Context: an optimization exercise on an open-source flow, tuned for small area, a short achievable clock period and few clock cycles per item. The choices shown serve that exercise and are no tape-out recipe. No functional check of the RTL was part of any run shown here. In runs 3 and 4 the design's own scripts or RTL, not TritonCTS, make the clock network. No driver is modelled on the clock port, so clock power and skew are understated where the tree is cut down; a real chip needs a root buffer or a tree.

## flow/design.v (module list and top-level ports; edited modules follow where they fit)
// module uac_rx: 1037 lines
module uac_rx (
    input  wire        clk,
    input  wire        rst,           
    input  wire        in_valid,
    output wire        in_ready,
    input  wire [15:0] in_sample,     
    output reg         frame_done,
    output wire        det,
    output reg         ev_valid,
    output wire [11:0] ev_word
);
  // ...
==> flow/flow/run.sh <==
#!/bin/bash
# The standard layout (standard.sh) with three changes to how it is made;
# the design, constraints and clock period are unchanged:
#  - synthesis skips Yosys's early generic ABC pass (SYNTH_ARGS=-noabc), so the
#    generated full-adder tree keeps its structure; registers are unchanged;
#  - port buffers are buf_2 cells instead of the default (a slow delay buffer);
#  - timing repair aims for 18.3 ns of setup slack instead of 0.
# Every tool's output is in standard.log and in orfs/logs.
set -euo pipefail
export SYNTH_ARGS="-noabc"
export BUFFER_PORTS_ARGS="-buffer_cell sky130_fd_sc_hd__buf_2"
export SETUP_SLACK_MARGIN=18.3
bash standard.sh > standard.log 2>&1
==> flow/standard.sh <==
#!/bin/bash
# synth_recipe.tcl (not shown) runs the flow's synth.tcl, then flattens the netlist and writes it again
# the make line also repeats each setting of config.mk as NAME=value (left out here)
make -C /OpenROAD-flow-scripts/flow DESIGN_CONFIG=/design/flow/config.mk WORK_HOME=/design/flow/orfs CLKGATE_MAP_FILE= SYNTH_SCRIPT=/design/flow/synth_recipe.tcl "${@:-finish}"
==> flow/config.mk <==
export PLATFORM = sky130hd
export DESIGN_NAME = uac_rx
export DESIGN_NICKNAME = uac_rx
export VERILOG_FILES = /design/flow/design.v
export SDC_FILE = /design/flow/constraint.sdc
export NUM_CORES = 4
export LEC_CHECK = 0
export CAP_MARGIN = 20
export CORE_MARGIN = 2
export CORE_UTILIZATION = 40
export CTS_BUF_LIST = sky130_fd_sc_hd__clkbuf_8
export SLEW_MARGIN = 20
==> flow/constraint.sdc <==
create_clock -name core_clock -period 24.0 [get_ports {clk}]
set_input_delay 4.8000 -clock core_clock [delete_from_list [all_inputs] [get_ports {clk}]]
set_output_delay 4.8000 -clock core_clock [all_outputs]
set_load 0.01 [all_outputs]
==> metrics.md, run 1 <==
| Metric | Value |
|---|---|
| Max-slew violations | 0 |
| Final hold slack | 460.0 ps |
| Pre-CTS WS | 18160 ps |
| Inverters | 90 |
| Worst r2r src | s1[12] |
| Setup Buffers After CTS | 4 |
| # diodes | 0 |
| CTS resizes | 26 |
| Fraction of registers with async set/reset | 0% |
| Status | timing/DRC/antenna clean |
| Grt ovf | 0 |
| Well-Tap Cells | 384 |
| Final setup fails | 0 |
| First-pass GRT wire length | 47550 um |
| Final WL | 28810 um |
| Vias | 8601 |
| Largest registers | s1 (23), s2 (23), acc (14) |
| Remaining DRCs | 0 |
| Final core utilization | 44.08% |
| Max clock buf depth | 2 |
| Initial DRT Pass Iterations | 5 |
| Core area | 28470 um^2 |
| Worst reg2reg setup slack | 18540 ps |
| Seq_cells | 119 |
==> run 2, diff against run 1 <==
--- a/flow/flow/run.sh
+++ b/flow/flow/run.sh
@@ -6,3 +6,3 @@
 #  - port buffers are buf_2 cells instead of the default (a slow delay buffer);
-#  - timing repair aims for 18.3 ns of setup slack instead of 0.
+#  - timing repair aims for 18.2 ns of setup slack instead of 0.
 # Every tool's output is in standard.log and in orfs/logs.
@@ -11,3 +11,3 @@
 export BUFFER_PORTS_ARGS="-buffer_cell sky130_fd_sc_hd__buf_2"
-export SETUP_SLACK_MARGIN=18.3
+export SETUP_SLACK_MARGIN=18.2
 bash standard.sh > standard.log 2>&1
==> metrics.md, run 2 <==
| Metric | Value |
|---|---|
| Fin nets | 1423 (was 1434) |
| Number of global-route vias before repair | 8795 (was 8854) |
| Final core utilization | 43.43% (was 44.08%) |
| Clk slew on worst S/H paths | 80 ps (about the same) |
| DPL Wire Length | 20350 um (unchanged) |
| Largest net degree at the start of global routing | 63 (unchanged) |
| Sequential area share after synthesis | 21.88% (unchanged) |
| FF+latch count, synth | 119 (unchanged) |
| Crit end category | primary output (unchanged) |
| Htree depth | 4 (unchanged) |
| Placer Congestion | 0.8318 (unchanged) |
| Final count of hold timing violations | 0 (unchanged) |
| # diodes | 0 (unchanged) |
| Grt ovf | 0 (unchanged) |
| Fraction of registers with async set/reset | 0% (unchanged) |
| Die Footprint | 30080 um^2 (unchanged) |
| Cell taking the most area after synthesis | fa_1 (unchanged) |
| Die Height | 173.4 um (unchanged) |
| Slowest cell delay on critical path | 360 ps (was 350 ps) |
| Crit path buffers/inverters | 1 (unchanged) |
| Final setup fails | 0 (unchanged) |
| Max-slew violations | 0 (unchanged) |
| Die X-Extent | 173.4 um (unchanged) |
| WL/cell | 18.00 um (about the same) |
| Initial antenna violation count | 0 (unchanged) |
| Ys flop type | dfxtp_1 (unchanged) |
| Setup CP Type | reg2out (unchanged) |
| R2R cell count | 15 (was 16) |
| Worst hold path type | reg2reg (unchanged) |
| Worst path cell trace | buf_6 (unchanged) |
| Commonest non-fill, non-tap cell in the layout | fa_1 (unchanged) |
| CTS tree | done (unchanged) |
| Achievable Freq | 174.1 MHz (was 174.6 MHz) |
| Mapped Area | 11480 um^2 (unchanged) |
| YS warnings | 1 (unchanged) |
| Number of port buffers | 29 (unchanged) |
| Clk Tree Root Cell | clkbuf_8 (unchanged) |
| CP startpoint kind | register (unchanged) |
| Final antenna-violating net count | 0 (unchanged) |
| Tcrit/Tclk final | 23.94% (was 23.86%) |
| Slew of the pin with the lowest slew margin | 967.8 ps (was 982.8 ps) |
| Status | timing/DRC/antenna clean (unchanged) |
| Crit-path leading delay family | flip-flops (unchanged) |
| GRT busiest layer | met2 (unchanged) |
| Vias per cell | 5.368 (was 5.376) |
| Worst Clk Skew | 15.24 ps (was 17.32 ps) |
| Top cells by count, synth | fa_1, nor2_1, dfxtp_1 (unchanged) |
| Global-route usage over all layers | 20.05% (was 20.12%) |
| Hold Path End | pending[7] (unchanged) |
| HP Start | pending[7] (unchanged) |
| Synth-to-layout area growth | 7.670% (was 9.282%) |
| Clock latency on the worst-skew pair | 470 ps (about the same) |
| Total CTS buffers | 17 (unchanged) |
| Vias | 8530 (was 8601) |
| Critical path arrival | 950 ps (was 930 ps) |
| Setup tns final | 0 ps (unchanged) |
| First-pass GRT wire length | 47380 um (was 47550 um) |
| Worst r2r src | lkn (was s1[12]) |
| GR Util met1 | 26.67% (was 26.61%) |
| Remaining DRCs | 0 (unchanged) |
| GR Util met2 | 33.15% (was 33.42%) |
| Top-count cell post-synth | fa_1 (unchanged) |
| Met3 GRT Util | 4.452% (was 4.518%) |
| Area share of the largest cell type after synthesis | 22.83% (unchanged) |
| Core area | 28470 um^2 (unchanged) |
| Rows | 62 (unchanged) |
| Commonest non-fill, non-tap cells in the layout | fa_1, nor2_1, nand2_1 (unchanged) |
| Hold path cells | 2 (unchanged) |
| Initial Utilization | 40.34% (unchanged) |
| Max clock buf depth | 2 (unchanged) |
| Post-synthesis cell type count | 70 (unchanged) |
| RSZ-0062 raised after global routing | no (was yes) |
| I/O Pins | 35 (unchanged) |
| Worst reg2reg setup slack | 18530 ps (was 18540 ps) |
| Slowest cell on crit path | dfxtp_4 (unchanged) |
| First DRT Iteration DRCs | 534 (was 513) |
| Final min period | 5745 ps (was 5727 ps) |
| Worst Path Required | 19200 ps (about the same) |
| Initial DRT Pass Iterations | 5 (unchanged) |
| Max-cap viol count | 0 (unchanged) |
| Max-slew headroom | 34.93% (was 33.92%) |
| Critical R2R Capture | s1[21] (was s1[19]) |
| Crit path max fanout | 4 (was 2) |
| Layout cells sized above 1 | 11.54% (was 12.99%) |
| EDFF count, synth | 13 (unchanged) |
| Post-Synthesis Cells | 1209 (unchanged) |
| Area contributors post-synth | fa_1, dfxtp_1, ha_1 (unchanged) |
| Sink Count | 119 (unchanged) |
| Synth Area per Inst | 9.499 um^2 (unchanged) |
| Largest registers | s1 (23), s2 (23), acc (14) (unchanged) |
| Final WL | 28610 um (was 28810 um) |
-- run 2: cell counts after synthesis --
No cell type changed its count.
-- run 2: what timing repair did --
item | CTS | global route
setup endpoints to repair | 4 | 23
hold buffers | 0 | 0
setup buffers | 0 | 2
resized for setup | 4 | 20
hold endpoints to repair | 0 | 0
-- run 2: metal layers --
metal | share of wire, % | vias to the layer above
li1 | - | 4098
met5 | 0 | -
met1 | 45 | 4174
met2 | 48 | 215
met3 | 5.8 | 43
met4 | 1.7 | 0
-- run 2: worst min-delay path, stage by stage (launching register included) --
cell and delay (ps):
dfxtp_1 310, nand2_1 50, a21oi_1 50
-- run 2: kinds of logic (layout without fill, tap and decap cells) --
logic type / after synthesis / count (layout) / synth area share [%]
fa+ha+maj: 212 / 212 / 31.66
mux: 110 / 110 / 10.88
buf+inv: 170 / 165 / 5.829
xor+xnor: 53 / 53 / 4.325
flops: 119 / 119 / 21.88
simple gates: 343 / 343 / 13.89
other cells: 1 / 2 / 0.03265
compound gates: 201 / 201 / 11.50
-- run 2: cell type report --
class                           instances  area, um^2
Multi-Input combinational cell        921        8315
Clock inverter                         12       137.6
Tap cell                              384       480.5
Inverter                               90       341.6
Clock buffer                           20       275.3
Timing Repair Buffer                   43       276.5
Sequential cell                       119        2539
Fill cell                            2806       16100
-- run 2: how the worst max path moves through the flow --
stage / start / end / slack [ps] / depth (start not counted)
after CTS: pending[5] / ev_word[5] / 18210 / 1
after detailed placement: idx[0] / acc[9] / 18160 / 19
after global placement: idx[0] / acc[9] / 18190 / 19
after global routing: pending[1] / ev_word[1] / 18200 / 1
final: win[0] / det / 18250 / 1
after floorplan: rst / pw / 18480 / 4
-- run 2: per-stage QoR --
stage               worst slack, ps  hold WS [ps]  cell area [um^2]  instances
floorplan                     18480         432.4             11490       1210
global placement              18190         441.2             11880       1555
detailed placement            18160         445.7             11880       1555
CTS                           18210         457.5             12300       1587
global route                  18200         471.6             12370       1589
finish                        18250         454.4             12370       1589
==> run 3, diff against run 2 <==
==> flow/flow/run.sh (replaced) <==
#!/bin/bash
# The standard layout (standard.sh) with four changes to how it is made;
# the design, constraints and clock period are unchanged:
#  - synthesis skips Yosys's early generic ABC pass (SYNTH_ARGS=-noabc), so the
#    generated full-adder tree keeps its structure; registers are unchanged;
#  - port buffers are buf_2 cells instead of the default (a slow delay buffer);
#  - the clock tree is built by flow/man_cts.tcl (run as the CTS step's PRE
#    hook): the clock port drives four clkbuf_16, one per quarter of the
#    flip-flops, instead of TritonCTS's two-level tree;
#  - timing repair aims for 18.5 ns of setup slack instead of 0.
# Every tool's output is in standard.log and in orfs/logs.
set -euo pipefail
export SYNTH_ARGS="-noabc"
export BUFFER_PORTS_ARGS="-buffer_cell sky130_fd_sc_hd__buf_2"
export PRE_CTS_TCL="$PWD/flow/man_cts.tcl"
export SETUP_SLACK_MARGIN=18.5
bash standard.sh > standard.log 2>&1
==> flow/flow/man_cts.tcl (new file) <==
set NB 4
set buf_master [[ord::get_db] findMaster sky130_fd_sc_hd__clkbuf_16]
set block [ord::get_db_block]
set clk_net [$block findNet clk]
set sinks {}
foreach it [$clk_net getITerms] {
  set inst [$it getInst]
  set loc [$inst getLocation]
  lappend sinks [list $it [lindex $loc 0] [lindex $loc 1]]
}
puts "flow/man_cts.tcl: [llength $sinks] clock sinks"
set sx [lsort -integer -index 1 $sinks]
set n [llength $sx]
set h [expr {$n / 2}]
set groups {}
foreach half [list [lrange $sx 0 [expr {$h - 1}]] [lrange $sx $h end]] {
  set sy [lsort -integer -index 2 $half]
  set m [llength $sy]
  set k [expr {$NB / 2}]
  for {set g 0} {$g < $k} {incr g} {
    set a [expr {$g * $m / $k}]
    set b [expr {($g + 1) * $m / $k - 1}]
    lappend groups [lrange $sy $a $b]
  }
}
set gi 0
foreach grp $groups {
  set sxs 0
  set sys 0
  foreach s $grp {
    incr sxs [lindex $s 1]
    incr sys [lindex $s 2]
  }
  set cx [expr {$sxs / [llength $grp]}]
  set cy [expr {$sys / [llength $grp]}]
  set bi [odb::dbInst_create $block $buf_master "clkbuf_man_$gi"]
  $bi setLocation $cx $cy
  $bi setPlacementStatus PLACED
  set nn [odb::dbNet_create $block "clknet_man_$gi"]
  $nn setSigType CLOCK
  [$bi findITerm A] connect $clk_net
  [$bi findITerm X] connect $nn
  foreach s $grp {
    set it [lindex $s 0]
    $it disconnect
    $it connect $nn
  }
  puts "flow/man_cts.tcl: clkbuf_man_$gi at ($cx, $cy) drives [llength $grp] clock pins"
  incr gi
}
set_propagated_clock [all_clocks]
# the tree is built: make the flow's TritonCTS call a no-op
rename clock_tree_synthesis ""
proc clock_tree_synthesis { args } {
  puts "flow/man_cts.tcl: clock tree built by hand, TritonCTS skipped"
}
--- a/flow/config.mk
+++ b/flow/config.mk
@@ -10,3 +10,2 @@
 export CORE_UTILIZATION = 40
-export CTS_BUF_LIST = sky130_fd_sc_hd__clkbuf_8
 export SLEW_MARGIN = 20
==> metrics.md, run 3 <==
| Metric | Value |
|---|---|
| Placer Congestion | 0.8346 (was 0.8318) |
| Final setup fails | 0 (unchanged) |
| Max-cap viol count | 0 (unchanged) |
| FF+latch count, synth | 119 (unchanged) |
| Synth Area per Inst | 9.499 um^2 (unchanged) |
| First-pass GRT wire length | 47020 um (was 47380 um) |
| RSZ-0062 raised after global routing | yes (was no) |
| Top-count cell post-synth | fa_1 (unchanged) |
| Tcrit/Tclk final | 23.16% (was 23.94%) |
| Slew of the pin with the lowest slew margin | 946.1 ps (was 967.8 ps) |
| Area share of the largest cell type after synthesis | 22.83% (unchanged) |
| Die Footprint | 30080 um^2 (unchanged) |
| Global-route usage over all layers | 19.17% (was 20.05%) |
| # diodes | 0 (unchanged) |
| Ys flop type | dfxtp_1 (unchanged) |
| Core area | 28470 um^2 (unchanged) |
| Final core utilization | 43.03% (was 43.43%) |
| R2R cell count | 17 (was 15) |
| Commonest non-fill, non-tap cells in the layout | fa_1, nor2_1, nand2_1 (unchanged) |
| Critical R2R Capture | s1[19] (was s1[21]) |
| Cell taking the most area after synthesis | fa_1 (unchanged) |
| Final hold slack | 463.9 ps (was 454.4 ps) |
| Clk slew on worst S/H paths | 110 ps (was 80 ps) |
| First DRT Iteration DRCs | 528 (was 534) |
| Rows | 62 (unchanged) |
| Crit path max fanout | 2 (was 4) |
| Number of port buffers | 29 (unchanged) |
| Number of global-route vias before repair | 8797 (was 8795) |
| Status | timing/DRC/antenna clean (unchanged) |
| Max-slew headroom | 36.39% (was 34.93%) |
| Final antenna-violating net count | 0 (unchanged) |
| Synth-to-layout area growth | 6.679% (was 7.670%) |
| Area contributors post-synth | fa_1, dfxtp_1, ha_1 (unchanged) |
| Slowest cell on crit path | dfxtp_4 (unchanged) |
| Post-synthesis cell type count | 70 (unchanged) |
| WL/cell | 18.48 um (was 18.00 um) |
| Vias | 8641 (was 8530) |
| Largest registers | s1 (23), s2 (23), acc (14) (unchanged) |
| Hold path cells | 2 (unchanged) |
| Grt ovf | 0 (unchanged) |
| EDFF count, synth | 13 (unchanged) |
| Post-Synthesis Cells | 1209 (unchanged) |
| Setup tns final | 0 ps (unchanged) |
| Worst path cell trace | buf_12, buf_6 (was buf_6) |
| Crit-path leading delay family | flip-flops (unchanged) |
| Worst Path Required | 19200 ps (about the same) |
| Setup CP Type | reg2out (unchanged) |
| Crit path buffers/inverters | 2 (was 1) |
| Achievable Freq | 179.9 MHz (was 174.1 MHz) |
| Initial DRT Pass Iterations | 5 (unchanged) |
| Die X-Extent | 173.4 um (unchanged) |
| Largest net degree at the start of global routing | 63 (unchanged) |
| Initial Utilization | 40.34% (unchanged) |
| Initial antenna violation count | 0 (unchanged) |
| Max-slew violations | 0 (unchanged) |
| YS warnings | 1 (unchanged) |
| Hold Path End | pending[1] (was pending[7]) |
| CP startpoint kind | register (unchanged) |
| Final WL | 28980 um (was 28610 um) |
| Placed Area | 11880 um^2 (unchanged) |
| Worst hold path type | reg2reg (unchanged) |
| Slowest cell delay on critical path | 370 ps (was 360 ps) |
| Final min period | 5559 ps (was 5745 ps) |
| Layout cells sized above 1 | 11.40% (was 11.54%) |
| Die Height | 173.4 um (unchanged) |
| Worst reg2reg setup slack | 18750 ps (was 18530 ps) |
| Worst r2r src | lk (was lkn) |
| Post-route cell area | 12250 um^2 (was 12370 um^2) |
| Commonest non-fill, non-tap cell in the layout | fa_1 (unchanged) |
| Mapped Area | 11480 um^2 (unchanged) |
| Hold_buf cts | 0 (unchanged) |
| DPL Wire Length | 20560 um (was 20350 um) |
| Filler Cell Count | 2820 (was 2806) |
| HP Start | pending[1] (was pending[7]) |
| Crit end category | primary output (unchanged) |
| Critical path arrival | 760 ps (was 950 ps) |
| Clock latency on the worst-skew pair | 190 ps (was 470 ps) |
| Worst Clk Skew | 17.32 ps (was 15.24 ps) |
| Final count of hold timing violations | 0 (unchanged) |
| Remaining DRCs | 0 (unchanged) |
| Fraction of registers with async set/reset | 0% (unchanged) |
| Fin nets | 1417 (was 1423) |
| Sequential area share after synthesis | 21.88% (unchanged) |
| Vias per cell | 5.511 (was 5.368) |
| Top cells by count, synth | fa_1, nor2_1, dfxtp_1 (unchanged) |
| I/O Pins | 35 (unchanged) |
-- run 3: metal layers --
layer,global-route usage (%),share of wire [%]
met2,33.82,49
met4,2.613,1.5
met5,0,0
met1,26.49,45
met3,1.338,4.8
-- run 3: cell type report --
class                      count  area (um^2)  share of cell area [%]
multi-input combinational    921         8338                   68.06
inverter                      90        345.3                   2.819
timing repair buffer          50        425.4                   3.472
buffer                         4        100.1                  0.8170
sequential                   119         2562                   20.91
tap                          384        480.5                   3.922
-- run 3: stage by stage --
| step | std cells | setup WS, ps |
|---|---|---|
| after CTS | 1562 | 18430 |
| final | 1568 | 18440 |
| after global routing | 1568 | 18410 |
| after floorplan | 1210 | 18520 |
| after global placement | 1555 | 18180 |
| after detailed placement | 1555 | 18180 |
-- run 3: cells by family (layout without fill, tap and decap cells) --
logic type,Yosys count,in the layout,synth area share [%]
AND/OR/NAND/NOR,343,343,13.89
XOR/XNOR,53,53,4.325
flip-flops,119,119,21.88
multiplexers,110,110,10.88
other,1,2,0.03265
AO/OA/AOI/OAI,201,201,11.50
buffers and inverters,170,144,5.829
adder cells (fa/ha/maj),212,212,31.66
-- run 3: timing repair --
item / CTS / global route
setup buffers: 2 / 4
gates cloned: 1 / 2
endpoints found under the hold margin: 0 / 0
gates resized for setup: 12 / 46
endpoints found under the setup margin: 9 / 26
-- run 3: how the worst max path moves through the flow --
stage / startpoint / endpoint / slack, ps / cells after the start
floorplan: rst / pw / 18520 / 4
global placement: idx[0] / acc[9] / 18180 / 19
detailed placement: idx[0] / acc[9] / 18180 / 19
CTS: rdy / in_ready / 18430 / 2
global route: rdy / in_ready / 18410 / 2
finish: rdy / in_ready / 18440 / 2
-- run 3: tightest hold or removal path: stages (launching register included) --
cell	delay, ps
dfxtp_2	340
nand2_1	50
a21oi_1	50
==> run 4, diff against run 3 <==
--- a/flow/flow/run.sh
+++ b/flow/flow/run.sh
@@ -7,5 +7,6 @@
 #  - the clock tree is built by flow/man_cts.tcl (run as the CTS step's PRE
-#    hook): the clock port drives four clkbuf_16, one per quarter of the
-#    flip-flops, instead of TritonCTS's two-level tree;
-#  - timing repair aims for 18.5 ns of setup slack instead of 0.
+#    hook): the clock port drives four clkbuf_8, one per compact quarter of
+#    the flip-flops, each driving two clkbuf_16 leaves, instead of TritonCTS's
+#    tree;
+#  - timing repair aims for 18.4 ns of setup slack instead of 0.
 # Every tool's output is in standard.log and in orfs/logs.
@@ -15,3 +16,3 @@
 export PRE_CTS_TCL="$PWD/flow/man_cts.tcl"
-export SETUP_SLACK_MARGIN=18.5
+export SETUP_SLACK_MARGIN=18.4
 bash standard.sh > standard.log 2>&1
==> flow/flow/man_cts.tcl (replaced) <==
set buf_master [[ord::get_db] findMaster sky130_fd_sc_hd__clkbuf_16]
set top_master [[ord::get_db] findMaster sky130_fd_sc_hd__clkbuf_8]
set block [ord::get_db_block]
set clk_net [$block findNet clk]
set its {}
set xs {}
set ys {}
foreach it [$clk_net getITerms] {
  set box [[$it getInst] getBBox]
  lappend its $it
  lappend xs [expr {([$box xMin] + [$box xMax]) / 2.0}]
  lappend ys [expr {([$box yMin] + [$box yMax]) / 2.0}]
}
set n [llength $its]
set k 4
set cap [expr {int(ceil(double($n) / $k))}]
puts "flow/man_cts.tcl: $n clock sinks"
# initial centres: the quadrant centres of the sinks' bounding box
set x0 [tcl::mathfunc::min {*}$xs]
set x1 [tcl::mathfunc::max {*}$xs]
set y0 [tcl::mathfunc::min {*}$ys]
set y1 [tcl::mathfunc::max {*}$ys]
set cx [list [expr {$x0 + ($x1 - $x0) / 4}] [expr {$x0 + ($x1 - $x0) / 4}] \
             [expr {$x0 + 3 * ($x1 - $x0) / 4}] [expr {$x0 + 3 * ($x1 - $x0) / 4}]]
set cy [list [expr {$y0 + ($y1 - $y0) / 4}] [expr {$y0 + 3 * ($y1 - $y0) / 4}] \
             [expr {$y0 + ($y1 - $y0) / 4}] [expr {$y0 + 3 * ($y1 - $y0) / 4}]]
for {set iter 0} {$iter < 30} {incr iter} {
  set pairs {}
  for {set i 0} {$i < $n} {incr i} {
    for {set j 0} {$j < $k} {incr j} {
      set d [expr {abs([lindex $xs $i] - [lindex $cx $j]) + abs([lindex $ys $i] - [lindex $cy $j])}]
      lappend pairs [list $d $i $j]
    }
  }
  set pairs [lsort -real -index 0 $pairs]
  array unset asg
  set cnt [lrepeat $k 0]
  foreach p $pairs {
    lassign $p d i j
    if {[info exists asg($i)] || [lindex $cnt $j] >= $cap} { continue }
    set asg($i) $j
    lset cnt $j [expr {[lindex $cnt $j] + 1}]
  }
  set sx [lrepeat $k 0.0]
  set sy [lrepeat $k 0.0]
  for {set i 0} {$i < $n} {incr i} {
    set j $asg($i)
    lset sx $j [expr {[lindex $sx $j] + [lindex $xs $i]}]
    lset sy $j [expr {[lindex $sy $j] + [lindex $ys $i]}]
  }
  for {set j 0} {$j < $k} {incr j} {
    lset cx $j [expr {[lindex $sx $j] / [lindex $cnt $j]}]
    lset cy $j [expr {[lindex $sy $j] / [lindex $cnt $j]}]
  }
}
proc bbox_of { pts } {
  set x0 1e12; set x1 -1e12; set y0 1e12; set y1 -1e12
  foreach p $pts {
    lassign $p it x y
    if {$x < $x0} { set x0 $x }
    if {$x > $x1} { set x1 $x }
    if {$y < $y0} { set y0 $y }
    if {$y > $y1} { set y1 $y }
  }
  return [list $x0 $y0 $x1 $y1]
}
proc add_buf { block master name net_in net_out_name box } {
  lassign $box x0 y0 x1 y1
  set bi [odb::dbInst_create $block $master $name]
  $bi setLocation [expr {int(($x0 + $x1) / 2)}] [expr {int(($y0 + $y1) / 2)}]
  $bi setPlacementStatus PLACED
  set nn [odb::dbNet_create $block $net_out_name]
  $nn setSigType CLOCK
  [$bi findITerm A] connect $net_in
  [$bi findITerm X] connect $nn
  return $nn
}
for {set j 0} {$j < $k} {incr j} {
  set pts {}
  for {set i 0} {$i < $n} {incr i} {
    if {$asg($i) == $j} { lappend pts [list [lindex $its $i] [lindex $xs $i] [lindex $ys $i]] }
  }
  set box [bbox_of $pts]
  set n1 [add_buf $block $top_master "clkbuf_man_$j" $clk_net "clknet_man_$j" $box]
  lassign $box x0 y0 x1 y1
  set idx [expr {($x1 - $x0) >= ($y1 - $y0) ? 1 : 2}]
  set pts [lsort -real -index $idx $pts]
  set h [expr {[llength $pts] / 2}]
  set li 0
  foreach leaf [list [lrange $pts 0 [expr {$h - 1}]] [lrange $pts $h end]] {
    set n2 [add_buf $block $buf_master "clkbuf_man_${j}_$li" $n1 "clknet_man_${j}_$li" [bbox_of $leaf]]
    foreach p $leaf {
      set it [lindex $p 0]
      $it disconnect
      $it connect $n2
    }
    puts "flow/man_cts.tcl: clkbuf_man_${j}_$li drives [llength $leaf] clock pins"
    incr li
  }
}
set_propagated_clock [all_clocks]
# the tree is built: make the flow's TritonCTS call a no-op
rename clock_tree_synthesis ""
proc clock_tree_synthesis { args } {
  puts "flow/man_cts.tcl: clock tree built by hand, TritonCTS skipped"
}
--- a/flow/config.mk
+++ b/flow/config.mk
@@ -9,3 +9,3 @@
 export CORE_MARGIN = 2
-export CORE_UTILIZATION = 40
+export CORE_UTILIZATION = 55
 export SLEW_MARGIN = 20
==> metrics.md, run 4 <==
| Metric | Value |
|---|---|
| Status | timing/DRC/antenna clean (unchanged) |
| Synth Area per Inst | 9.499 um^2 (unchanged) |
| Worst r2r src | s1[14] (was lk) |
| Synth-to-layout area growth | 6.090% (was 6.679%) |
| Setup tns final | 0 ps (unchanged) |
| # diodes | 0 (unchanged) |
| Slew of the pin with the lowest slew margin | 1027 ps (was 946.1 ps) |
| Initial Utilization | 56.40% (was 40.34%) |
| Commonest non-fill, non-tap cell in the layout | fa_1 (unchanged) |
| Clk slew on worst S/H paths | 60 ps (was 110 ps) |
| Initial DRT Pass Iterations | 4 (was 5) |
| Fin nets | 1422 (was 1417) |
| Top-count cell post-synth | fa_1 (unchanged) |
| Final WL | 28070 um (was 28980 um) |
| Area contributors post-synth | fa_1, dfxtp_1, ha_1 (unchanged) |
| Placer Congestion | 0.8262 (was 0.8346) |
| Worst hold path type | reg2reg (unchanged) |
| Number of port buffers | 29 (unchanged) |
| Final count of hold timing violations | 0 (unchanged) |
| Crit path max fanout | 2 (unchanged) |
| Clock latency on the worst-skew pair | 290 ps (was 190 ps) |
| Final min period | 5635 ps (was 5559 ps) |
| Top cells by count, synth | fa_1, nor2_1, dfxtp_1 (unchanged) |
| Final setup fails | 0 (unchanged) |
| HP Start | pending[7] (was pending[1]) |
| Initial antenna violation count | 0 (unchanged) |
| Worst Path Required | 19200 ps (about the same) |
| WL/cell | 19.24 um (was 18.48 um) |
| Final antenna-violating net count | 0 (unchanged) |
| Sequential area share after synthesis | 21.88% (unchanged) |
| RSZ-0062 raised after global routing | yes (unchanged) |
| Die Height | 148.5 um (was 173.4 um) |
| Mapped Area | 11480 um^2 (unchanged) |
| DPL Wire Length | 20160 um (was 20560 um) |
| Layout cells sized above 1 | 10.68% (was 11.40%) |
| EDFF count, synth | 13 (unchanged) |
| Max-slew headroom | 30.97% (was 36.39%) |
| Fraction of registers with async set/reset | 0% (unchanged) |
| I/O Pins | 35 (unchanged) |
| Core area | 20360 um^2 (was 28470 um^2) |
| CP Launch Point | rdy (unchanged) |
| Largest net degree at the start of global routing | 63 (unchanged) |
| Critical path arrival | 830 ps (was 760 ps) |
| Rows | 52 (was 62) |
| Remaining DRCs | 0 (unchanged) |
| Die Footprint | 22050 um^2 (was 30080 um^2) |
| Ys flop type | dfxtp_1 (unchanged) |
| Filler Cell Count | 1841 (was 2820) |
| Commonest non-fill, non-tap cells in the layout | fa_1, nor2_1, nand2_1 (unchanged) |
| Max-cap viol count | 0 (unchanged) |
| YS warnings | 1 (unchanged) |
| Cell taking the most area after synthesis | fa_1 (unchanged) |
| Grt ovf | 0 (unchanged) |
| First-pass GRT wire length | 45680 um (was 47020 um) |
| Worst Clk Skew | 27.85 ps (was 17.32 ps) |
| First DRT Iteration DRCs | 439 (was 528) |
| Post-Synthesis Cells | 1209 (unchanged) |
| FF+latch count, synth | 119 (unchanged) |
| Hold_buf cts | 0 (unchanged) |
| Crit end category | primary output (unchanged) |
| CP startpoint kind | register (unchanged) |
| Area share of the largest cell type after synthesis | 22.83% (unchanged) |
| Vias per cell | 5.828 (was 5.511) |
| Achievable Freq | 177.5 MHz (was 179.9 MHz) |
| Number of global-route vias before repair | 8593 (was 8797) |
| Die X-Extent | 148.5 um (was 173.4 um) |
| Largest registers | s1 (23), s2 (23), acc (14) (unchanged) |
| Global-route usage over all layers | 25.86% (was 19.17%) |
| Tcrit/Tclk final | 23.48% (was 23.16%) |
| Vias | 8503 (was 8641) |
| Max-slew violations | 0 (unchanged) |
| Post-synthesis cell type count | 70 (unchanged) |
| Setup CP Type | reg2out (unchanged) |
-- run 4: cell counts after synthesis --
No cell type changed its count.
-- run 4: area by class of cell --
cell class	count	area, um^2	share of cell area (%)
multi-input combinational	921	8328	68.35
sequential	119	2545	20.89
timing repair buffer	47	372.9	3.060
inverter	90	345.3	2.834
tap	270	337.8	2.773
buffer	12	255.2	2.095
-- run 4: metal layers --
layer	wire, um	vias to the layer above	GRT usage (%)
met5	0	-	0
met2	13960	133	46.06
li1	-	4074	-
met4	405	0	3.619
met1	12770	4269	35.66
met3	931	27	1.748
-- run 4: metrics by stage --
stage,util [%],std cells,hold slack [ps],instance area (um^2),setup WS [ps]
floorplan,-,1210,432.4,11490,18480
global placement,57.63,1441,443.6,11740,18130
detailed placement,57.63,1441,449.7,11740,18120
CTS,59.27,1456,460.6,12070,18350
global route,59.83,1459,494.5,12180,18340
finish,59.83,1459,456.4,12180,18370
-- run 4: cell families after synthesis --
family | count (synthesis) | synth area share, %
AND/OR/NAND/NOR | 343 | 13.89
adder cells (fa/ha/maj) | 212 | 31.66
AO/OA/AOI/OAI | 201 | 11.50
buffers and inverters | 170 | 5.829
flip-flops | 119 | 21.88
multiplexers | 110 | 10.88
XOR/XNOR | 53 | 4.325
other | 1 | 0.03265
-- run 4: path summary, 6_finish.rpt --
path / slack [ps] / cells after the start / end
min: 460 / 2 / pending[7]
max: 18370 / 2 / in_ready
min reg2reg: 460 / 2 / pending[7]
max reg2reg: 18610 / 14 / s1[18]
-- run 4: timing repair --
action                     4_1_cts  5_1_grt
hold endpoints to repair         0        0
cloned                           1        1
buffers inserted                 2        2
gates resized for setup          9       30
setup endpoints to repair       10       18
-- run 4: critical path, cell delays in order, from the launching register on --
cell	delay (ps)
dfxtp_4	350
buf_8	110
buf_6	110

==> separate check: timing with driven ports <==
The results above use ideal ports. As a check the final layouts listed here were re-extracted and re-timed, cells and wires unchanged.
Step 1: set_driving_cell puts a clkbuf_16 on clk and a buf_2 on each other input, an assumption about the parent block.
Step 2 moves the port delays by t, midway between the first and last clock arrival at a register: inputs arrive t later, outputs are due t later. That takes back most of the time a late clock gives input paths.
Three values: ideal, step 1, step 2; two values: the first two.
| run | t, ns | setup WS [ns] | hold slack, ns |
|---|---|---|---|
| run 1 | 0.504 | 18.274 / 18.235 / 18.319 | 0.460 / 0.460 / 0.460 |
| run 2 | 0.504 | 18.255 / 18.217 / 18.323 | 0.454 / 0.454 / 0.454 |
| run 3 | 0.271 | 18.441 / 18.347 / 18.421 | 0.464 / 0.464 / 0.464 |
| run 4 | 0.351 | 18.365 / 18.290 / 18.308 | 0.456 / 0.456 / 0.456 |
After both steps setup and hold are still met in every run listed. For run 4, which loses most, drivers alone change the setup slack by -0.075 ns; drivers and shift together by -0.057 ns.
